From an optimization exercise on the open Yosys and OpenROAD flow, aimed at a short achievable clock period and few clock cycles; shortcuts taken in it are not production practice.
At most, simulation tests tie the RTL to the original design; equivalence was not proved.
Only the layout flow was run in run 1; the RTL was not checked for function there.
Power figures rest on the tool's default switching activity, not on a simulated workload.

===== flow/design.v =====
module smbus_engine #(
    parameter CAP      = 48,    
    parameter FE_DELAY = 2      
) (
    input  wire        clk,
    input  wire        rst,
    input  wire        cmd_valid,
    output wire        cmd_ready,
    input  wire [7:0]  cmd_op,
    input  wire [3:0]  cmd_bus,
    input  wire [7:0]  cmd_addr,
    input  wire [7:0]  cmd_byte,
    input  wire [15:0] cmd_val16,
    input  wire [7:0]  cmd_t,
    input  wire [1:0]  cmd_datw,
    input  wire [1:0]  cmd_datr,
    input  wire        cmd_ed,
    input  wire        cfg_fast,
    input  wire [4:0]  cfg_nbus,
    input  wire [7:0]  cfg_max_retries,
    output wire        res_valid,
    output wire [3:0]  res_code,
    output wire [15:0] res_val,
    output wire [8:0]  res_size,
    output wire [8:0]  res_entry,
    output wire [7:0]  res_attempt,
    output wire        ev_valid,
    output wire [1:0]  ev_kind,
    output wire [1:0]  ev_reg,
    output wire [31:0] ev_wdata,
    input  wire        ev_ready,
    input  wire [31:0] ev_rdata,
    output wire [5:0]  buf_addr,
    output wire        buf_we,
    output wire [7:0]  buf_wdata,
    input  wire [7:0]  buf_rdata
);
    localparam EV_READ = 2'd0, EV_WRITE = 2'd1, EV_WAIT = 2'd2;
    localparam R_NONE = 2'd0, R_REQ = 2'd1, R_CS = 2'd2, R_RESP = 2'd3;
    localparam E_OK = 4'd0, E_FEMPTY = 4'd1, E_ACK = 4'd2, E_TIMEOUT = 4'd3,
               E_BUSCONF = 4'd4, E_FLUSHED = 4'd5, E_TIMISM = 4'd6,
               E_FOVF = 4'd7, E_BUFSMALL = 4'd8, E_SHAPE = 4'd9, E_NOBUS = 4'd12;
    localparam [8:0] ENTRY_NONE = 9'h1FF;
    localparam P_SINGLE = 2'd0, P_DISC = 2'd1, P_MAIN = 2'd2, P_FAST = 2'd3;
    reg s_idle;    
    reg s_seq;     
    reg s_col;     
    reg s_few;     
    reg s_poll;    
    reg s_pw;      
    reg s_rrd;     
    reg s_rw1;     
    reg s_rwt;     
    reg s_rw2;     
    reg s_done;    
    reg [6:0]  a7;
    reg [3:0]  bus;
    reg [7:0]  cbyte;
    reg [15:0] val16;
    reg [1:0]  tl;
    reg [1:0]  datw, datr;
    reg        ed;
    reg [7:0]  max_retries;
    reg        c_bdw, c_wdw, c_ibr, c_wd;
    reg [10:0] budget;
    reg [31:0] w0;
    reg [1:0]  pass0;
    reg [5:0]  pss0;
    reg        rdp0;
    reg        wlast0, wnlast0;
    reg [5:0]  boff0;
    reg [1:0]  pass;
    reg [5:0]  pss;
    reg        rdp;
    reg [7:0]  attempt;
    reg        retry;
    reg [2:0]  ioh;            
    reg [5:0]  ip3;            
    reg        wlast;          
    reg        wnlast;         
    reg [5:0]  k;              
    reg [7:0]  krem;           
    reg        klast;          
    reg        kstore;         
    reg        sover;          
    reg        k3f;            
    reg        kge4f;          
    reg        noti;           
    reg [3:0]  fe_n;
    reg        fe10;
    reg [8:0]  total;
    reg [10:0] brem;           
    reg        pexp;           
    reg [31:0] cs_v;
    reg [15:0] rv;             
    reg [31:0] w;
    reg [3:0]  kw;
    reg        e_col;          
    reg        e_fe10, e_sover, e_noti, e_disc;
    reg [3:0]  err;
    reg [8:0]  err_size;
    reg [8:0]  err_entry;
    reg        evv;
    reg [1:0]  evk, evr;
    reg [31:0] evd;
    reg [5:0]  baddr;
    reg        bwe;
    reg [7:0]  bwd;
    wire hs = evv & ev_ready;
    wire [31:0] rd = ev_rdata;
    wire [7:0] L       = buf_rdata;        
    wire       c_rw    = cmd_op[0];
    wire       c_hi0   = (cmd_op[7:5] == 3'd0);
    wire       c_lo    = c_hi0 & ~cmd_op[4];                     
    wire ck_quick = c_lo & (cmd_op[3:1] == 3'd0);
    wire ck_byte  = c_lo & (cmd_op[3:1] == 3'd1);
    wire ck_bdata = c_lo & (cmd_op[3:1] == 3'd2);
    wire ck_wdata = c_lo & (cmd_op[3:1] == 3'd3);
    wire ck_block = c_lo & (cmd_op[3:1] == 3'd5);
    wire ck_i2cb  = c_hi0 & (cmd_op[4:1] == 4'd8);
    wire ck_valid = c_lo & (~cmd_op[3] | (cmd_op[2:1] == 2'd1)) | ck_i2cb;
    wire ck_blw = ck_block & ~c_rw;
    wire ck_blr = ck_block &  c_rw;
    wire ck_ibw = ck_i2cb  & ~c_rw;
    wire ck_ibr = ck_i2cb  &  c_rw;
    wire L_ge48 = L[7] | L[6] | (L[5] & L[4]);
    wire L_gt60 = L[7] | L[6] | (L[5] & L[4] & L[3] & L[2] & (L[1] | L[0]));
    wire c_shape_bad = (ck_i2cb | ck_blw) & ((~c_rw & L_ge48) | (c_rw & L_gt60));
    wire c_bus_bad   = ({1'b0, cmd_bus} >= cfg_nbus);
    wire c_ok = ck_valid & ~c_bus_bad & ~cmd_addr[7] & ~c_shape_bad;
    wire [3:0] c_code = {1'b1, ck_valid & c_bus_bad, 1'b0, ~(ck_valid & c_bus_bad)};
    wire c_pss2 = ck_byte | (ck_ibw & (L == 8'd0));
    wire [5:0] L3 = L[5:0] + 6'd3;
    wire [5:0] L2 = L[5:0] + 6'd2;
    reg [5:0] c_pss;
    always @(*) begin
        case (1'b1)
            ck_quick: c_pss = 6'd1;
            ck_byte:  c_pss = 6'd2;
            ck_bdata: c_pss = {3'd0, c_rw, ~c_rw, ~c_rw};
            ck_wdata: c_pss = {3'd1, 1'b0, c_rw};
            ck_blr:   c_pss = cfg_fast ? 6'd3 : 6'd4;
            ck_ibw:   c_pss = L2;
            default:  c_pss = L3;                                  
        endcase
    end
    wire [31:0] c_w0;
    assign c_w0[31:28] = 4'd0;
    assign c_w0[27:24] = cmd_bus;
    assign c_w0[23]    = 1'b1;                                   
    assign c_w0[22]    = 1'b1;                                   
    assign c_w0[21]    = 1'b0;                                   
    assign c_w0[20]    = ck_quick;                               
    assign c_w0[19:18] = cmd_t[1:0];
    assign c_w0[17:16] = ck_quick ? (c_rw ? cmd_datr : cmd_datw) : 2'd0;
    assign c_w0[15]    = 1'b0;                                   
    assign c_w0[14]    = ck_quick & cmd_ed;                      
    assign c_w0[13:8]  = c_pss;                                  
    assign c_w0[7:0]   = {cmd_addr[6:0], c_rw & (ck_quick | ck_byte)};
    reg [10:0] c_budget;
    always @(*) begin
        case (cmd_t)
            8'd0:    c_budget = 11'd5;
            8'd1:    c_budget = 11'd40;
            8'd2:    c_budget = 11'd505;
            8'd3:    c_budget = 11'd1005;
            default: c_budget = 11'd100;
        endcase
    end
    wire n_is1 = ioh[0];
    wire n_is2 = ioh[1];
    wire n_is3 = ioh[2];
    wire [7:0] payload = c_bdw ? val16[7:0] :
                         c_wdw ? (n_is2 ? val16[7:0] : val16[15:8]) :
                                 buf_rdata;
    reg [31:0] nw;
    always @(*) begin
        nw = evd;
        nw[31:28] = evd[31:28] + 4'd1;                                    
        nw[23]    = rdp & n_is2;                                          
        nw[13:8]  = 6'd0;                                                 
        nw[22]    = evd[22] & ~(rdp & n_is3) & ~(rdp & n_is1 & wnlast);   
        if (n_is1)        nw[7:0] = cbyte;
        else if (rdp)     nw[7:0] = {a7, 1'b1};
        else              nw[7:0] = payload;
        nw[20]    = wnlast;                                               
        nw[14]    = wnlast & ed;                                          
        nw[17:16] = wnlast ? (rdp ? datr : datw) : 2'd0;                  
        nw[15]    = (pass == P_FAST) & n_is2;                             
        nw[21]    = ~(nw[22] | nw[20]);                                   
    end
    wire fe       = rd[31];
    wire tim      = ~noti & (rd[15:12] != k[3:0]);
    wire vbad     = rd[10] | rd[9] | rd[8] | rd[11] | rd[30] | tim;
    wire last_now = klast | (k3f & (rd[7:0] == 8'd0));
    wire c_big    = (rd[7:0] > 8'd59);
    wire is_disc  = (pass == P_DISC);
    wire good     = ~fe & ~vbad & ~sover;
    wire to_few   = fe & ~fe10;
    wire to_main  = good & last_now & is_disc & ~c_big;
    wire to_done  = good & last_now & ~is_disc;
    wire to_col   = good & ~last_now;
    wire to_rrd   = ~to_few & ~to_main & ~to_done & ~to_col;
    wire [8:0] cur_size = (pass == P_FAST) ? (kge4f ? total : 9'd3) : {3'd0, pss};
    wire store_pass = (pass == P_MAIN) | (pass == P_FAST) | (pass == P_SINGLE & c_ibr);
    wire [5:0] soff = (pass == P_SINGLE) ? 6'd2 : 6'd3;
    wire [5:0] k1 = k + 6'd1;
    wire [31:0] main_w0 = {4'd0, bus, 1'b1, 1'b1, 1'b0, 1'b0, tl, 2'd0, 1'b0, 1'b0,
                           rd[5:0] + 6'd4, a7, 1'b0};
    reg [3:0] wcode;
    always @(*) begin
        if (w[31])                                wcode = E_FEMPTY;
        else if (w[10])                           wcode = E_ACK;
        else if (w[9])                            wcode = E_TIMEOUT;
        else if (w[8])                            wcode = E_BUSCONF;
        else if (w[11])                           wcode = E_FLUSHED;
        else if (~e_noti && w[15:12] != kw)       wcode = E_TIMISM;
        else if (w[30])                           wcode = E_FOVF;
        else                                      wcode = E_BUFSMALL;
    end
    assign cmd_ready   = s_idle;
    assign res_valid   = s_done;
    assign res_code    = err;
    assign res_val     = rv;
    assign res_size    = err_size;
    assign res_entry   = err_entry;
    assign res_attempt = attempt;
    assign ev_valid = evv;
    assign ev_kind  = evk;
    assign ev_reg   = evr;
    assign ev_wdata = evd;
    assign buf_addr  = baddr;
    assign buf_we    = bwe;
    assign buf_wdata = bwd;
    always @(posedge clk) begin
        if (rst) begin
            s_idle <= 1'b1;
            s_seq  <= 1'b0;
            s_col  <= 1'b0;
            s_few  <= 1'b0;
            s_poll <= 1'b0;
            s_pw   <= 1'b0;
            s_rrd  <= 1'b0;
            s_rw1  <= 1'b0;
            s_rwt  <= 1'b0;
            s_rw2  <= 1'b0;
            s_done <= 1'b0;
            evv    <= 1'b0;
            bwe    <= 1'b0;
            baddr  <= 6'd0;
        end else begin
            bwe <= 1'b0;
            if (s_idle) begin
                a7          <= cmd_addr[6:0];
                bus         <= cmd_bus;
                cbyte       <= cmd_byte;
                val16       <= cmd_val16;
                tl          <= cmd_t[1:0];
                datw        <= cmd_datw;
                datr        <= cmd_datr;
                ed          <= cmd_ed;
                max_retries <= cfg_max_retries;
                budget      <= c_budget;
                c_bdw       <= ck_bdata & ~c_rw;
                c_wdw       <= ck_wdata & ~c_rw;
                c_ibr       <= ck_ibr;
                c_wd        <= ck_wdata;
                attempt     <= 8'd0;
                err         <= c_code;
                w0          <= c_w0;
                evd         <= c_w0;
                evk         <= EV_WRITE;
                evr         <= R_REQ;
                pss0        <= c_pss;
                pss         <= c_pss;
                rdp0        <= c_rw;
                rdp         <= c_rw;
                pass0       <= ck_blr ? (cfg_fast ? P_FAST : P_DISC) : P_SINGLE;
                pass        <= ck_blr ? (cfg_fast ? P_FAST : P_DISC) : P_SINGLE;
                wlast0      <= ck_quick;
                wlast       <= ck_quick;
                wnlast0     <= c_pss2;
                wnlast      <= c_pss2;
                boff0       <= ck_ibw ? 6'd0 : 6'd63;
                ioh         <= 3'b001;
                ip3         <= 6'd3;
                if (cmd_valid) begin
                    baddr  <= ck_ibw ? 6'd0 : 6'd63;
                    evv    <= c_ok;
                    s_idle <= 1'b0;
                    s_seq  <= c_ok;
                    s_done <= ~c_ok;
                end
            end
            if (s_done) begin
                baddr  <= 6'd0;
                s_done <= 1'b0;
                s_idle <= 1'b1;
            end
            if (s_seq && hs) begin
                err    <= E_OK;
                ioh    <= {ioh[1:0], 1'b0};
                ip3    <= ip3 + 6'd1;
                wlast  <= wnlast;
                wnlast <= (ip3 == pss);
                baddr  <= baddr + 6'd1;
                evd    <= nw;
                if (wlast) begin
                    k      <= 6'd0;
                    krem   <= (pass == P_FAST) ? 8'd255 : {2'd0, pss} - 8'd1;
                    klast  <= (pass != P_FAST) && (pss == 6'd1);
                    kstore <= 1'b0;
                    sover  <= 1'b0;
                    k3f    <= 1'b0;
                    kge4f  <= 1'b0;
                    noti   <= 1'b0;
                    fe_n   <= 4'd0;
                    fe10   <= 1'b0;
                    brem   <= budget;
                    pexp   <= 1'b0;
                    s_seq  <= 1'b0;
                    evk    <= EV_READ;
                    if (pass == P_FAST) begin
                        s_poll <= 1'b1;
                        evr    <= R_CS;
                    end else begin
                        s_col  <= 1'b1;
                        evr    <= R_RESP;
                    end
                end
            end
            if (s_col && hs) begin
                w         <= rd;
                kw        <= k[3:0];
                e_col     <= 1'b1;
                e_fe10    <= fe10;
                e_sover   <= sover;
                e_noti    <= noti;
                e_disc    <= is_disc;
                err_size  <= cur_size;
                err_entry <= {3'd0, k};
                evd       <= fe ? FE_DELAY : main_w0;
                if (fe) begin
                    fe_n <= fe_n + 4'd1;
                    fe10 <= (fe_n == 4'd9);
                end else begin
                    fe_n   <= 4'd0;
                    fe10   <= 1'b0;
                    rv     <= c_wd ? {rd[7:0], rv[15:8]} : {8'd0, rd[7:0]};
                    k      <= k1;
                    krem   <= k3f ? rd[7:0] - 8'd1 : krem - 8'd1;
                    klast  <= k3f ? (rd[7:0] == 8'd1) : (krem == 8'd1);
                    kstore <= store_pass & (k1 >= soff);
                    sover  <= store_pass & (k1 >= soff + CAP);
                    k3f    <= (pass == P_FAST) & (k1 == 6'd3);
                    kge4f  <= (pass == P_FAST) & (k1 >= 6'd4);
                    noti   <= (pass == P_FAST) & (k1 >= 6'd3);
                    if (k3f) total <= 9'd4 + {1'b0, rd[7:0]};
                    baddr  <= k - soff;
                    bwd    <= rd[7:0];
                    bwe    <= kstore & ~sover & ~vbad;
                end
                s_col <= to_col;
                s_few <= to_few;
                s_rrd <= to_rrd;
                s_seq <= to_main;
                s_done <= to_done;
                evv   <= ~to_done;
                evk   <= to_few ? EV_WAIT : to_main ? EV_WRITE : EV_READ;
                evr   <= to_few ? R_NONE : to_main ? R_REQ : to_rrd ? R_CS : R_RESP;
                if (to_main) begin
                    pass   <= P_MAIN;
                    pss    <= rd[5:0] + 6'd4;
                    ioh    <= 3'b001;
                    ip3    <= 6'd3;
                    wlast  <= 1'b0;
                    wnlast <= 1'b0;
                end
            end
            if (s_few && hs) begin
                s_few <= 1'b0;
                s_col <= 1'b1;
                evk   <= EV_READ;
                evr   <= R_RESP;
            end
            if (s_poll && hs) begin
                e_col     <= 1'b0;
                err_size  <= 9'd3;
                err_entry <= ENTRY_NONE;
                evd       <= 32'd1;
                s_poll    <= 1'b0;
                if (!rd[26]) begin
                    s_col <= 1'b1;
                    evk   <= EV_READ;
                    evr   <= R_RESP;
                end else if (pexp) begin
                    s_rrd <= 1'b1;
                    evk   <= EV_READ;
                    evr   <= R_CS;
                end else begin
                    s_pw  <= 1'b1;
                    evk   <= EV_WAIT;
                    evr   <= R_NONE;
                end
            end
            if (s_pw && hs) begin
                brem   <= brem - 11'd1;
                pexp   <= (brem == 11'd1);
                s_pw   <= 1'b0;
                s_poll <= 1'b1;
                evk    <= EV_READ;
                evr    <= R_CS;
            end
            if (s_rrd) begin
                if (e_col) begin
                    err       <= wcode;
                    err_entry <= (wcode == E_BUFSMALL && e_disc) ? ENTRY_NONE : {5'd0, kw} | (err_entry & 9'h1F0);
                end else begin
                    err       <= E_TIMEOUT;
                end
                if (hs) begin
                    cs_v  <= rd;
                    evd   <= rd | 32'hC000_0000;
                    s_rrd <= 1'b0;
                    s_rw1 <= 1'b1;
                    evk   <= EV_WRITE;
                    evr   <= R_CS;
                end
            end
            if (s_rw1) begin
                retry <= (err != E_BUFSMALL) && (attempt < max_retries);
                if (hs) begin
                    evd   <= 32'd10;
                    s_rw1 <= 1'b0;
                    s_rwt <= 1'b1;
                    evk   <= EV_WAIT;
                    evr   <= R_NONE;
                end
            end
            if (s_rwt && hs) begin
                evd   <= (cs_v | 32'h4000_0000) & 32'h7FFF_FFFF;
                s_rwt <= 1'b0;
                s_rw2 <= 1'b1;
                evk   <= EV_WRITE;
                evr   <= R_CS;
            end
            if (s_rw2 && hs) begin
                s_rw2 <= 1'b0;
                if (retry) begin
                    attempt <= attempt + 8'd1;
                    evd     <= w0;
                    pass    <= pass0;
                    pss     <= pss0;
                    rdp     <= rdp0;
                    ioh     <= 3'b001;
                    ip3     <= 6'd3;
                    wlast   <= wlast0;
                    wnlast  <= wnlast0;
                    baddr   <= boff0;
                    s_seq   <= 1'b1;
                    evk     <= EV_WRITE;
                    evr     <= R_REQ;
                end else begin
                    evv    <= 1'b0;
                    s_done <= 1'b1;
                end
            end
        end
    end
endmodule

===== flow/run.sh =====
#!/bin/bash
# synth_recipe.tcl (not shown) runs the flow's synth.tcl, then flattens the netlist and writes it again
# the make line also repeats each setting of config.mk as NAME=value (left out here)
make -C /OpenROAD-flow-scripts/flow DESIGN_CONFIG=/design/flow/config.mk WORK_HOME=/design/flow/orfs CLKGATE_MAP_FILE= SYNTH_SCRIPT=/design/flow/synth_recipe.tcl finish

===== flow/config.mk =====
export PLATFORM = sky130hd
export DESIGN_NAME = smbus_engine
export DESIGN_NICKNAME = smbus_engine
export VERILOG_FILES = /design/flow/design.v
export SDC_FILE = /design/flow/constraint.sdc
export NUM_CORES = 4
export LEC_CHECK = 0
export ABC_CLOCK_PERIOD_IN_PS = 2000
export CAP_MARGIN = 20
export CORE_MARGIN = 2
export CORE_UTILIZATION = 40
export PLACE_DENSITY = 0.6
export SETUP_SLACK_MARGIN = 2.8
export SLEW_MARGIN = 20

===== flow/constraint.sdc =====
create_clock -name core_clock -period 5.0 [get_ports {clk}]
set_input_delay 1.0000 -clock core_clock [delete_from_list [all_inputs] [get_ports {clk}]]
set_output_delay 1.0000 -clock core_clock [all_outputs]
set_load 0.01 [all_outputs]

==> summary.md, run 1 <==
In this run the remaining antenna-violating nets after routing total 0. In this run the critical register-to-register path is launched from k3f$_DFFE_PN_. The H-tree depth reported by CTS was 2. The tools report the number of nets in the finished design as 1982.

The tools report the launch point of the worst hold path as total[6]$_DFFE_PP_. The total nets after synthesis was 1617. The worst hold path belongs to the class reg -> reg. For the final count of hold timing violations, the log shows 0. The total power density per cell area works out to 296 mW/mm2.

After the first detailed-routing iteration, the DRC count stood at 1643. Compound-cell area share of the yosys netlist: 0.164. By area, the combinational part of the netlist is dominated by compound AO/OA/AOI/OAI gates. The area share of and/or/nand/nor cells after synthesis is 0.154, and the count of pins on the block boundary is 215. The worst register-to-register path has a depth of 6.

The routed design uses 25800 um of met2 wire. The initial antenna violation count came out at 1. Entering global routing, the biggest net connects 58 pins. The run gives 0.0409 mm2 as the floorplan die area.

The final critical path time including I/O delays and setup came out at 2.56 ns. Of all cell types, the one taking the most synthesized area is edfxtp_1. The register clock-pin slew on the reported worst setup and hold paths is 0.06 ns, and the sequential area share after synthesis is 0.563. The post-detailed-placement cell area came out at 0.0188 mm2.

The met3 wirelength from detailed routing is 5580 um, and the max-slew violation total from the final report is 0. The internal portion of the total power is 0.00491 W. The total global-route track usage came out at 0.271. The worst register-to-register path ends at pss[1]$_DFFE_PN_.

The most common flop cell mapped by yosys is edfxtp_1. At the pin with the least slew margin, the transition time is 0.892 ns. The proportion of synthesized area in mux cells is 0.0190, and the signed area change from the synthesized netlist to the final layout is 40.0%. The tools report the setup clock skew after layout as 0.0275 ns.

The maximum clock path buffer count was 3. The vertical die dimension came out at 202 um. The ratio of cells with drive above 1 in the final layout was 0.285. The run gives 0.00160 W as the total net switching power. In the layout the commonest cells are edfxtp_1 (282), buf_4 (145), nand2_1 (141), nor2_1 (113), a21oi_1 (86). Start-to-end type of the worst setup path: in -> reg. The worst vdd rail ir drop is 0.173 mV. The worst register-to-register path has a setup slack of 2.54 ns. The total number of yosys warnings was 1; the detailed-route vias per instance was 5.95. The category of the worst setup path launch point was a primary input.

The flow ran to the end and the layout has no timing, DRC or antenna violations. In this run the worst path has a maximum fanout of 3. In the routed design, unresolved DRC markers number 0. After legalization and detailed placement, the total HPWL measured 35900 um. The cell area that synthesis handed to floorplanning was 0.0157 mm2. The cell chosen for the clock root was clkbuf_16. From left edge to right edge, the die measures 202 um.

For this block, the routed nets add up to 57500 um of wire. Sink of the worst hold path: err_size[6]$_SDFFCE_PP0P_. The region available for standard cell placement spans 0.0387 mm2. In this run the tool buffered the top-level ports with 214 buffer cells.

The fraction of power consumed by the clock network is 0.426, and the initial core utilization is 0.406. The adder-cell area share of the yosys netlist was 0.0326; the arrival time of data at the critical path endpoint was 2.85 ns. At the worst endpoint, the required time is 5.28 ns. In the final routed layout, each cell accounts on average for 24.3 um. The post-route clock period utilization works out to 0.513. The fraction of registers with async set or reset after synthesis came out at 0. The logs give 0 ns for the accumulated negative setup slack and 301 for the clock sink total. The first global-routing pass estimated 84300 um of wire.

The switching portion of total power is 0.245, and the source-to-sink clock delay at the later pin of the worst-skew pair is 0.54 ns. Max-cap violations in this run came to 0. For the synthesized instance count, the log shows 1461. Endpoint kind of the worst setup timing path: a flop. The tools report the via count of the routed design as 14100.

The number of global-route vias before repair is 13600, and the count of flip-flops with a built-in enable after synthesis is 282. The filler cells instantiated in the layout total 3313. In this run, distinct cell masters in the synthesized netlist total 81. Setup repair after global routing could not meet its margin everywhere. For the register share of total power, the log shows 0.456.

The total overflow left after global routing is 0. The first TritonRoute pass finished after 6 iterations. Synthesis inferred 301 register bits.

The hold-critical path depth is 1, and the weighted congestion at the end of routability-driven global placement is 0.907. The run gives 72 as the row count. Leading cell type in the layout, fill and taps excluded: edfxtp_1. Sorting the synthesized cells by area gives the leading types as edfxtp_1 (54%), nand2_1 (3.7%), o21ai_0 (3.3%).

The run gives 0 as the hold buffer count at cts. The mean instance size in the synthesized netlist was 10.8 um2; the met1 layer wirelength in the final routing was 23100 um. The total CTS buffers came out at 36.

Setup violations remaining at the end of the flow were counted as 0. The proportion of netlist area held by the largest area contributor was 0.539; the maximum clock frequency was 390 MHz. The relative max-transition margin was 0.397.

The share of the synthesized netlist area taken by xor and xnor gates was 0.0317. The repair_antennas step left the layout with diodes totalling 0. The highest metal layer carrying signal wires in the routed design is met4. The reported leakage power was 8.22 nW. TritonCTS built the clock tree. The part of the total power dissipated in combinational logic was 0.118; the final cell area excluding filler cells was 0.0220 mm2.
[cells by family after synthesis]
family / Yosys count
xor+xnor: 56
fa+ha+maj: 41
compound gates: 401
flops: 301
mux: 28
buf+inv: 135
simple gates: 499
[registers in the layout (all words and copies together), names as in the netlist, 9 cells and up]
name       count
evd           32
cs_v          30
rv            16
val16         16
brem          11
w             10
err_entry      9
err_size       9
total          9
[worst max-delay path by stage]
stage	to	slack (ns)	cells past startpoint	start
floorplan	a7[0]$_DFFE_PP_	2.12	3	rst
global placement	pss[1]$_DFFE_PN_	1.27	8	ev_rdata[2]
detailed placement	fe_n[3]$_SDFFCE_PN0P_	1.18	4	ev_ready
CTS	pss[1]$_DFFE_PN_	2.56	9	ev_rdata[7]
global route	pss[1]$_DFFE_PN_	2.38	9	ev_rdata[7]
finish	pss[1]$_DFFE_PN_	2.44	9	ev_rdata[7]
[critical path, stage by stage]
cell	delay (ns)
buf_6	0.09
buf_6	0.12
nor4_4	0.36
a41oi_4	0.17
nor4b_4	0.35
buf_4	0.18
nor4b_4	0.30
and3_1	0.21
nor3_1	0.05
[per-stage QoR]
step	hold slack, ns	utilization	std cells	worst slack (ns)	total power, W
after floorplan	0.471	-	1461	2.12	0.00332
after global placement	0.505	0.484	2137	1.27	0.00363
after detailed placement	0.505	0.484	2137	1.18	0.00364
after CTS	0.515	0.555	2328	2.56	0.00647
after global routing	0.542	0.568	2370	2.38	0.00667
final	0.514	0.568	2370	2.44	0.00650
[Yosys cell counts, drive strengths merged (22+ instances only)]
master,n
nand2,155
ha,41
and3,22
nand3,38
o21ai,108
nor2,127
a21oi,100
xnor2,31
edfxtp,282
a31oi,31
buf,24
xor2,25
inv,43
clkbuf,66
nor3,42
[cell type report]
cell class | count | area (um2) | share of cell area
inverters | 45 | 196 | 0.00893
clock inverters | 22 | 270 | 0.0123
well taps | 518 | 648 | 0.0295
repair buffers | 409 | 3690 | 0.168
flip-flops and latches | 301 | 8870 | 0.403
repair inverters | 1 | 7.51 | 0.000341
multi-input cells | 1032 | 7370 | 0.335
clock buffers | 42 | 955 | 0.0434
[power groups by stage]
stage / combinational [W] / sequential (W) / clock [W]
finish: 0.000769 / 0.00296 / 0.00277
global route: 0.000820 / 0.00297 / 0.00288
CTS: 0.000713 / 0.00296 / 0.00279
detailed placement: 0.000617 / 0.00302 / 0
global placement: 0.000610 / 0.00302 / 0
floorplan: 0.000336 / 0.00298 / 0
[per-layer routing]
layer,vias up,GRT usage
met3,201,0.0472
li1,6290,-
met1,6791,0.374
met5,-,0.00833
met4,0,0.122
met2,818,0.418
[timing repair]
action,CTS,global route
buffers inserted,116,40
setup endpoints to repair,493,209
gates cloned,11,2
pin swaps,76,48
gates resized for setup,541,100
==> run 2, diff against run 1 <==
--- a/flow/design.v
+++ b/flow/design.v
@@ -81,6 +81,8 @@
     reg [5:0]  k;              
     reg [7:0]  krem;           
     reg        klast;          
+    reg        kdl;            
+    reg        kdone;          
     reg        kstore;         
     reg        sover;          
     reg        k3f;            
@@ -190,16 +192,17 @@
         nw[21]    = ~(nw[22] | nw[20]);                                   
     end
     wire fe       = rd[31];
-    wire tim      = ~noti & (rd[15:12] != k[3:0]);
+    wire tim      = ~noti & ((rd[15] ^ k[3]) | (rd[14] ^ k[2]) | (rd[13] ^ k[1]) | (rd[12] ^ k[0]));
     wire vbad     = rd[10] | rd[9] | rd[8] | rd[11] | rd[30] | tim;
-    wire last_now = klast | (k3f & (rd[7:0] == 8'd0));
-    wire c_big    = (rd[7:0] > 8'd59);
+    wire z8       = ~(rd[7] | rd[6] | rd[5] | rd[4] | rd[3] | rd[2] | rd[1] | rd[0]);
+    wire c_big    = rd[7] | rd[6] | (rd[5] & rd[4] & rd[3] & rd[2]);       
     wire is_disc  = (pass == P_DISC);
     wire good     = ~fe & ~vbad & ~sover;
+    wire f3last   = k3f & z8;                  
     wire to_few   = fe & ~fe10;
-    wire to_main  = good & last_now & is_disc & ~c_big;
-    wire to_done  = good & last_now & ~is_disc;
-    wire to_col   = good & ~last_now;
+    wire to_main  = good & kdl & ~c_big;
+    wire to_done  = good & (kdone | f3last);
+    wire to_col   = good & ~klast & ~f3last;
     wire to_rrd   = ~to_few & ~to_main & ~to_done & ~to_col;
     wire [8:0] cur_size = (pass == P_FAST) ? (kge4f ? total : 9'd3) : {3'd0, pss};
     wire store_pass = (pass == P_MAIN) | (pass == P_FAST) | (pass == P_SINGLE & c_ibr);
@@ -309,6 +312,8 @@
                     k      <= 6'd0;
                     krem   <= (pass == P_FAST) ? 8'd255 : {2'd0, pss} - 8'd1;
                     klast  <= (pass != P_FAST) && (pss == 6'd1);
+                    kdl    <= 1'b0;
+                    kdone  <= (pass != P_FAST) && (pss == 6'd1);
                     kstore <= 1'b0;
                     sover  <= 1'b0;
                     k3f    <= 1'b0;
@@ -350,6 +355,8 @@
                     k      <= k1;
                     krem   <= k3f ? rd[7:0] - 8'd1 : krem - 8'd1;
                     klast  <= k3f ? (rd[7:0] == 8'd1) : (krem == 8'd1);
+                    kdl    <= ~k3f & (krem == 8'd1) & is_disc;
+                    kdone  <= k3f ? (rd[7:0] == 8'd1) : (krem == 8'd1) & ~is_disc;
                     kstore <= store_pass & (k1 >= soff);
                     sover  <= store_pass & (k1 >= soff + CAP);
                     k3f    <= (pass == P_FAST) & (k1 == 6'd3);
@@ -368,7 +375,7 @@
                 evv   <= ~to_done;
                 evk   <= to_few ? EV_WAIT : to_main ? EV_WRITE : EV_READ;
                 evr   <= to_few ? R_NONE : to_main ? R_REQ : to_rrd ? R_CS : R_RESP;
-                if (to_main) begin
+                if (kdl && !fe) begin
                     pass   <= P_MAIN;
                     pss    <= rd[5:0] + 6'd4;
                     ioh    <= 3'b001;
==> run 2 against run 1 <==
Compared with the run above: synthesized area fell by 1.0%; total power fell by 5.8%; utilization fell by 3.5 points; clock-buffer cell count rose by 3; maximum frequency rose by 12%; final cell count fell by 3.9%; sequential share of layout area rose by 3.2 points.
==> summary.md, run 2 <==
The ratio of cells with drive above 1 in the final layout is 0.240 (-0.0453), and the met1 track demand over resource is 0.339 (-0.0350). The wire length of the first global-routing pass was 76100 um (-9.8%). The run gives 2 (unchanged) as the H-tree depth reported by CTS. The fraction of power consumed by the clock network was 0.406 (-0.020); the netlist area before placement was 0.0156 mm2 (-1.0%). The run gives 34300 um (-4.5%) as the placed wire-length estimate. The setup clock skew after layout was 0.0188 ns (-0.00869 ns); the sum of buffers and inverters on the critical path was 1 (-2). The run gives 50 (-14%) as the pin count of the biggest net entering global routing.

The most used standard cell by instance count after synthesis is edfxtp_1. The detailed-route vias per instance came out at 5.75 (-3.3%). The run gives 0.0405 mm2 (-0.98%) as the floorplan die area. Start-to-end type of the worst setup path: in -> reg.

The transition at the pin with the smallest max-transition slack came out at 0.918 ns (+0.0256 ns). The reported leakage power was 7.58 nW (-7.8%). Final critical path time including I/O delays and setup: 2.28 ns (-0.284 ns). The run gives 0 (-1) as the initial antenna violation count. The startpoint identified for the worst register-to-register timing path is rdp$_DFFE_PN_. The source-to-sink clock delay at the later pin of the worst-skew pair is 0.53 ns (about the same). By area the synthesized netlist is led by edfxtp_1 (55%), a21oi_1 (4.2%), o21ai_0 (3.8%). For the number of endpoints failing setup at the final stage, the log shows 0 (unchanged).

For the via count of the routed design, the log shows 13100 (-7.1%). Sequential area share after synthesis: 0.573 (+0.00952). Number of antenna diodes: 0 (unchanged). The cell chosen for the clock root was clkbuf_16. For the initial core utilization, the log shows 0.403 (-0.00216). The tools report the count of pins on the block boundary as 215 (unchanged). The most used flip-flop cell after synthesis is edfxtp_1. Number of remaining DRC errors: 0 (unchanged). The count of flip-flops with a built-in enable after synthesis is 284 (+0.71%). Final count of hold timing violations: 0 (unchanged). The switching portion of total power is 0.240 (-0.00534). Leaving out fill and tap cells, the most frequent cells in the layout are edfxtp_1 (284), nand2_1 (131), a21oi_1 (118), nor2_1 (110), buf_4 (109). The mean instance size in the synthesized netlist is 10.8 um2 (+0.10%). The total net switching power is 0.00147 W (-7.8%).

The arrival time of data at the critical path endpoint was 2.67 ns (-0.18 ns); the total number of yosys warnings was 1 (unchanged). The tools report the total CTS buffers as 35 (-2.8%). The fraction of registers with async set or reset after synthesis was 0 (unchanged). For the total nets after synthesis, the log shows 1597 (-1.2%).

The row count was 72 (unchanged). The run finished with no timing, DRC or antenna violations. The routed wire length came out at 51200 um (-11%). The average wire per cell in the routed design works out to 22.5 um (-7.4%). The internal power summed over all cells is 0.00466 W (-5.1%). The busiest layer in global routing was met2.

The dominant delay contributor by cell family on the critical path was simple AND/OR/NAND/NOR gates. For the placeable core region, the log shows 0.0386 mm2 (-0.47%). For the utilization of the core after routing, the log shows 0.533 (-0.0350). The worst setup path is captured at a flop. The total power density per cell area is 298 mW/mm2 (+0.88%), and the register clock-pin slew on the reported worst setup and hold paths is 0.07 ns (about the same).

In this run the most critical hold path is launched from total[6]$_DFFE_PP_. The library cell used most frequently in the layout, excluding fill and tap cells, is edfxtp_1. Counting instances in the post-synthesis netlist gives the leading cell types as edfxtp_1 (284), nand2_1 (140), a21oi_1 (131), nor2_1 (124), o21ai_0 (117). The maximum fanout along the worst path came out at 5 (+2).

Ranked by flip-flop count, first place goes to evd. The number of global-route vias before repair was 12500 (-8.1%); the number of port buffers was 214 (unchanged). Worst stage delay on the critical path: 0.58 ns (+0.22 ns). The synthesized instance count is 1445 (-1.1%). The biggest area contributor in the post-synthesis netlist is edfxtp_1. The maximum clock path buffer count was 3 (unchanged); the die boundary width was 201 um (-0.49%). STA classifies the critical path startpoint as a primary input.

The data required time at the worst endpoint is 5.39 ns (+0.11 ns). The slowest stage of the critical path belongs to the cell or4_4. The run gives 0 (unchanged) as the number of max-cap violations.

The run gives 0.877 (-3.4%) as the weighted congestion at the end of routability-driven global placement. The logs give 1889 (-4.7%) for the number of nets in the finished design and 0 (unchanged) for the max-slew violation total from the final report. The post-route clock period utilization is 0.456 (-0.0568), and the vertical die dimension is 201 um (-0.49%).

The post-synthesis register bit count is 303 (+0.66%). The worst hold path belongs to the class reg -> reg. For the accumulated negative setup slack, the log shows 0 ns (unchanged). In this run the worst setup path begins at cmd_op[7].

The part of the total power dissipated in combinational logic was 0.107 (-0.011). The tools report the total power draw as 0.00613 W (-5.8%). The tools report the number of DRC markers after the initial detailed-route iteration as 1384 (-16%). Worst vdd rail ir drop: 0.198 mV (+15%).

The tools report the global routing met3 resource utilization as 0.0491 (+0.00183). The largest registers in the layout are evd (32), cs_v (30). Number of antenna-violating nets in the routed design: 0 (unchanged).

The logs give 77 (-4.9%) for the number of unique standard cell types used by synthesis and 0.244 (-0.0276) for the total global-route track usage. For the maximum clock frequency, the log shows 439 MHz (+12%). TritonCTS built the clock tree. The run gives 0 (unchanged) as the total congestion overflow. Register share of total power: 0.487 (+0.031). Setup repair after global routing could not meet its margin everywhere. The number of detailed-routing iterations run before antenna repair is 8 (+2), and the hold buffer count at cts is 0 (unchanged). Compared with the post-synthesis result, the final layout area differs by 32.1%.

The critical path goes through buf_12, or4_4, a21o_1, and2_4, o31ai_4, a21oi_2, nor2_1. The met2 track demand over resource was 0.382 (-0.0367). The proportion of netlist area held by the largest area contributor works out to 0.548 (+0.00928). The relative max-transition margin is 0.380 (-0.0173), and the clock sink total is 303 (+0.66%). The flip-flop count of the largest register, all copies and words added is 32 (unchanged).
==> run 2: cell types whose count changed after synthesis, sizes merged, moves of 7 or more <==
cell / before / now
a21oi: 100 / 131
a221oi: 19 / 12
a222oi: 15 / 7
a31oi: 31 / 18
nand2: 155 / 140
nor3: 42 / 34
o211ai: 17 / 8
o21a: 1 / 12
o21ai: 108 / 119
o31ai: 20 / 7
==> run 2: cell type report <==
cell class	instances	area, um2
sequential	303	8930
timing repair inverter	1	7.51
fill	3418	18000
clock inverter	15	125
clock buffer	45	966
multi-input combinational	1011	6790
tap	518	648
timing repair buffer	337	2900
inverter	48	184
==> run 2: metal layers <==
metal,up-vias,share of wire
li1,6033,-
met1,6336,0.43
met2,629,0.46
met3,103,0.088
met4,0,0.031
met5,-,0
==> run 2: power groups by stage <==
stage                     sequential (W)  clock, W  combinational [W]
after detailed placement         0.00304         0           0.000575
after global placement           0.00304         0           0.000565
after CTS                        0.00298   0.00252           0.000620
after global routing             0.00299   0.00262           0.000709
after floorplan                  0.00300         0           0.000296
final                            0.00298   0.00249           0.000656
==> run 2: path summary, 6_finish.rpt <==
check,to,cells past startpoint,slack (ns)
hold reg to reg,err_size[6]$_SDFFCE_PP0P_,1,0.52
hold / removal,err_size[6]$_SDFFCE_PP0P_,1,0.52
setup reg to reg,evd[5]$_DFFE_PN_,5,2.85
setup / recovery,pss[0]$_DFFE_PN_,7,2.72
==> run 2: stage by stage <==
step                hold WS [ns]  area (um2)  std cells  setup WS, ns
detailed placement         0.511       18300       2119          1.02
floorplan                  0.451       15700       1445          1.86
global placement           0.508       18300       2119          1.11
finish                     0.521       20500       2278          2.72
global route               0.548       20500       2278          2.66
CTS                        0.526       20200       2248          2.75
==> run 2: cells by family (layout without fill, tap and decap cells) <==
family,count (synthesis),count (layout),synth area share
multiplexers,27,27,0.0187
XOR/XNOR,57,57,0.0321
AO/OA/AOI/OAI,413,413,0.166
buffers and inverters,133,446,0.0335
adder cells (fa/ha/maj),37,37,0.0298
flip-flops,303,303,0.573
AND/OR/NAND/NOR,475,477,0.148
==> run 2: worst register-to-register path, cell delays in order, from the launching register on <==
cell,delay (ns)
edfxtp_1,0.70
nor2b_1,0.66
a221oi_1,0.19
a21oi_1,0.22
a21oi_1,0.05
o21ai_0,0.17
==> run 2: timing repair <==
| action | CTS | global route |
|---|---|---|
| hold endpoints to repair | 0 | 0 |
| setup buffers | 65 | 29 |
| pin swaps | 43 | 39 |
| cloned | 4 | 1 |
| gates resized for setup | 510 | 140 |
| setup endpoints to repair | 519 | 192 |
Testbench counts of run 2, summed over its fixed seeds: cycles 61,126.
==> run 3, diff against run 2 <==
--- a/flow/config.mk
+++ b/flow/config.mk
@@ -5,10 +5,10 @@
 export SDC_FILE = /design/flow/constraint.sdc
 export NUM_CORES = 4
 export LEC_CHECK = 0
-export ABC_CLOCK_PERIOD_IN_PS = 2000
+export ABC_CLOCK_PERIOD_IN_PS = 1500
 export CAP_MARGIN = 20
 export CORE_MARGIN = 2
 export CORE_UTILIZATION = 40
 export PLACE_DENSITY = 0.6
-export SETUP_SLACK_MARGIN = 2.8
+export SETUP_SLACK_MARGIN = 3.3
 export SLEW_MARGIN = 20
==> run 3 against run 2 <==
Compared with the run above: sequential power about the same; critical path type unchanged; still clean; utilization up 11 points; sequential cell count unchanged; worst setup slack better by 0.011 ns; final cell count up 9.8%; critical endpoint is now evd[9]$_DFFE_PN_; non-clock buffer count up 220.
==> summary.md, run 3 <==
The logs give 35 (unchanged) for the total CTS buffers and 2848 (-17%) for the number of fillers in the final layout. For the number of nets in the finished design, the log shows 2112 (+12%). The category of the worst setup path launch point was a primary input.

The total congestion overflow is 0 (unchanged). The start-to-end type of the worst setup path is in -> reg. The vertical die dimension is 201 um (unchanged), and the relative max-transition margin is 0.454 (+0.0744). For the data required time at the worst endpoint, the log shows 5.37 ns (-0.02 ns).

The path type of the worst min-delay path is reg -> reg. The final cell area excluding filler cells is 0.0247 mm2 (+20%). The tools report the number of antenna-violating nets in the routed design as 0 (unchanged). For the total number of yosys warnings, the log shows 1 (unchanged).

Count of flip-flops with a built-in enable after synthesis: 284 (unchanged). For this design, the slowest cell found on the critical path is or4_4. The top cell types in the final layout, fill and taps aside, are edfxtp_1 (284), buf_4 (209), buf_6 (111), nand2_1 (106), a21oi_1 (91). The placeable core region came out at 0.0386 mm2 (unchanged). The source-to-sink clock delay at the later pin of the worst-skew pair is 0.54 ns (about the same), and the final critical path time including I/O delays and setup is 2.27 ns (-0.0111 ns).

The number of endpoints failing setup at the final stage came out at 0 (unchanged). The tools report the floorplan die area as 0.0405 mm2 (unchanged). The worst stage delay on the critical path was 0.60 ns (+0.02 ns); the maximum fanout along the worst path was 5 (unchanged). Setup clock skew after layout: 0.0222 ns (+0.00343 ns). The flip-flop count of the largest register, all copies and words added is 32 (unchanged). Wire length of the first global-routing pass: 85000 um (+12%). More flip-flops sit in one register than any other, and that register is evd. For this run, the leading register cell type out of synthesis is edfxtp_1. The via count of the routed design is 15000 (+15%), and the average wire per cell in the routed design is 24.9 um (+11%).

The post-synthesis register bit count is 303 (unchanged), and the fraction of registers with async set or reset after synthesis is 0 (unchanged). TritonCTS built the clock tree. In the final layout, the registers with the most flip-flops are evd (32), cs_v (30).

The number of max-cap violations is 0 (unchanged). Ratio of cells with drive above 1 in the final layout: 0.446 (+0.207). The run gives 0.0156 mm2 (unchanged) as the netlist area before placement. STA classifies the critical path endpoint as a flop.

The run gives 2.64 ns (-0.03 ns) as the arrival time of data at the critical path endpoint. The H-tree depth reported by CTS is 2 (unchanged), and the detailed-route vias per instance is 6.01 (+4.5%). The weighted congestion at the end of routability-driven global placement was 0.877 (unchanged); the number of port buffers was 214 (unchanged).

For the total global-route track usage, the log shows 0.272 (+0.0289). The row count was 72 (unchanged); the synthesized instance count was 1445 (unchanged). The proportion of netlist area held by the largest area contributor works out to 0.548 (unchanged). For the placed wire-length estimate, the log shows 34300 um (unchanged). Leading cell type in the layout, fill and taps excluded: edfxtp_1.

Most used standard cell by instance count after synthesis: edfxtp_1. For the initial core utilization, the log shows 0.403 (unchanged). In this run the clock root is driven by a clkbuf_16. The signed area change from the synthesized netlist to the final layout works out to 58.6%.

The maximum clock frequency was 441 MHz (+0.49%). The flow ran to the end and the layout has no timing, DRC or antenna violations. For the clock sink total, the log shows 303 (unchanged). Register clock-pin slew on the reported worst setup and hold paths: 0.07 ns (about the same). The total nets after synthesis was 1597 (unchanged).

Post-detailed-placement cell area: 0.0183 mm2 (unchanged). The post-synthesis cell type with the largest combined area is edfxtp_1. Setup repair after global routing could not meet its margin everywhere. The worst vdd rail ir drop came out at 0.198 mV (about the same). The logs give 215 (unchanged) for the count of pins on the block boundary and 0 (unchanged) for the number of antenna diodes. The number of detailed-routing iterations run before antenna repair is 6 (-2), and the post-route clock period utilization is 0.454 (-0.00222).

The logs give 50 (unchanged) for the pin count of the biggest net entering global routing and 62200 um (+22%) for the routed wire length. The sequential area share after synthesis was 0.573 (unchanged); the initial antenna violation count was 0 (unchanged). The die boundary width was 201 um (unchanged); the number of global-route vias before repair was 13900 (+11%).

For the number of unique standard cell types used by synthesis, the log shows 77 (unchanged). The total power density per cell area is 257 mW/mm2 (-14%), and the transition at the pin with the smallest max-transition slack is 0.819 ns (-0.0987 ns). The tools report the maximum clock path buffer count as 3 (unchanged). Ranked by total cell area, the synthesized netlist is headed by edfxtp_1 (55%), a21oi_1 (4.2%), o21ai_0 (3.8%). The tools report the final count of hold timing violations as 0 (unchanged).

The max-slew violation total from the final report was 0 (unchanged); the mean instance size in the synthesized netlist was 10.8 um2 (unchanged). Number of remaining DRC errors: 0 (unchanged). The critical path goes through buf_12, or4_4, nor4_4, buf_4, o2bb2ai_4, nand3_2, o2111ai_1, a21oi_1.

The number of DRC markers after the initial detailed-route iteration came out at 1846 (+33%). The reported leakage power was 9.30 nW (+23%). The run gives 0 ns (unchanged) as the accumulated negative setup slack. The minimum setup slack among reg-to-reg paths came out at 2.84 ns (about the same).

Sorting the synthesized cells by how often they occur yields edfxtp_1 (284), nand2_1 (140), a21oi_1 (131), nor2_1 (124), o21ai_0 (117).
==> run 3: cell counts after synthesis <==
No cell type changed its count.
==> run 3: critical path: cells and delay by family <==
family	cells	cell delay (ns)
AND/OR/NAND/NOR	3	0.94
AO/OA/AOI/OAI	3	0.41
buffers and inverters	2	0.29
==> run 3: final cells by class <==
| type | instances | area [um2] | share of cell area |
|---|---|---|---|
| sequential | 303 | 8950 | 0.363 |
| multi-input combinational | 1014 | 8190 | 0.332 |
| timing repair buffer | 557 | 5570 | 0.226 |
| clock buffer | 45 | 966 | 0.0391 |
| tap | 518 | 648 | 0.0263 |
| inverter | 48 | 211 | 0.00857 |
| clock inverter | 15 | 125 | 0.00507 |
| timing repair inverter | 1 | 7.51 | 0.000304 |
==> run 3: final timing paths <==
kind                           start                         to  cells past startpoint
setup / recovery           cmd_op[2]           evd[9]$_DFFE_PN_                      8
hold / removal    total[6]$_DFFE_PP_  err_size[6]$_SDFFCE_PP0P_                      1
setup reg to reg      k[3]$_DFFE_PN_           evr[1]$_DFFE_PN_                      6
hold reg to reg   total[6]$_DFFE_PP_  err_size[6]$_SDFFCE_PP0P_                      1
==> run 3: kinds of logic after synthesis <==
| family | after synthesis | share of synthesized area |
|---|---|---|
| buf+inv | 133 | 0.0335 |
| compound gates | 413 | 0.166 |
| flops | 303 | 0.573 |
| mux | 27 | 0.0187 |
| fa+ha+maj | 37 | 0.0298 |
| xor+xnor | 57 | 0.0321 |
| simple gates | 475 | 0.148 |
==> run 3: through the flow <==
| step | hold WS [ns] | std cells | setup slack [ns] | total power, W | util |
|---|---|---|---|---|---|
| 4_1_cts | 0.526 | 2394 | 2.74 | 0.00621 | 0.585 |
| 3_5_place_dp | 0.511 | 2119 | 1.02 | 0.00361 | 0.476 |
| 6_report | 0.523 | 2501 | 2.73 | 0.00635 | 0.640 |
| 2_1_floorplan | 0.451 | 1445 | 1.86 | 0.00330 | - |
| 5_1_grt | 0.548 | 2501 | 2.71 | 0.00650 | 0.640 |
| 3_3_place_gp | 0.508 | 2119 | 1.11 | 0.00360 | 0.476 |
==> run 3: layer usage <==
layer | routed length [um] | GRT usage | share of wire | vias up
li1 | - | - | - | 6498
met1 | 23400 | 0.365 | 0.38 | 7299
met2 | 28700 | 0.432 | 0.46 | 986
met3 | 6450 | 0.0522 | 0.10 | 252
met4 | 3650 | 0.120 | 0.059 | 0
met5 | 0 | 0 | 0 | -
==> run 3: what timing repair did <==
item | 4_1_cts | 5_1_grt
setup endpoints to repair | 566 | 409
setup buffers | 195 | 96
pin swaps | 116 | 129
gates cloned | 20 | 11
resized for setup | 1038 | 302
hold buffers | 0 | 0
==> run 3: where the power goes <==
group          switching (W)  leakage (nW)  total (W)  internal, W
logic               0.000434          5.95   0.000844     0.000410
clock network        0.00106         0.534    0.00252      0.00146
registers           0.000101          2.82    0.00298      0.00288

-- what the ideal ports hide --
Ports are ideal in the flow. The routed layouts listed here were re-timed in OpenROAD. Step 1 sets driving cells, clkbuf_16 on the clock port and buf_2 on the other inputs (assumed; they add their load-dependent delay and slew). Step 2 moves the port delays by t, midway between the first and last clock arrival at a register: inputs arrive t later, outputs are due t later. That takes back most of the time a late clock gives input paths. a / b / c = ideal ports / drivers / drivers and shift; a / b = the first two.
| run | t (ns) | setup WS [ns] | worst data-port slew with drivers (ns) | pins driven straight from the clock port |
|---|---|---|---|---|
| run 1 | 0.583 | 2.437 / 2.456 / 1.874 | 0.14 | 1 |
| run 2 | 0.575 | 2.721 / 2.730 / 2.155 | 0.07 | 1 |
| run 3 | 0.581 | 2.732 / 2.729 / 2.161 | 0.07 | 1 |
After both steps setup and hold are still met in every run listed. The setup slack of run 3, which loses most, moves by -0.003 ns with the drivers and by -0.571 ns with both steps.
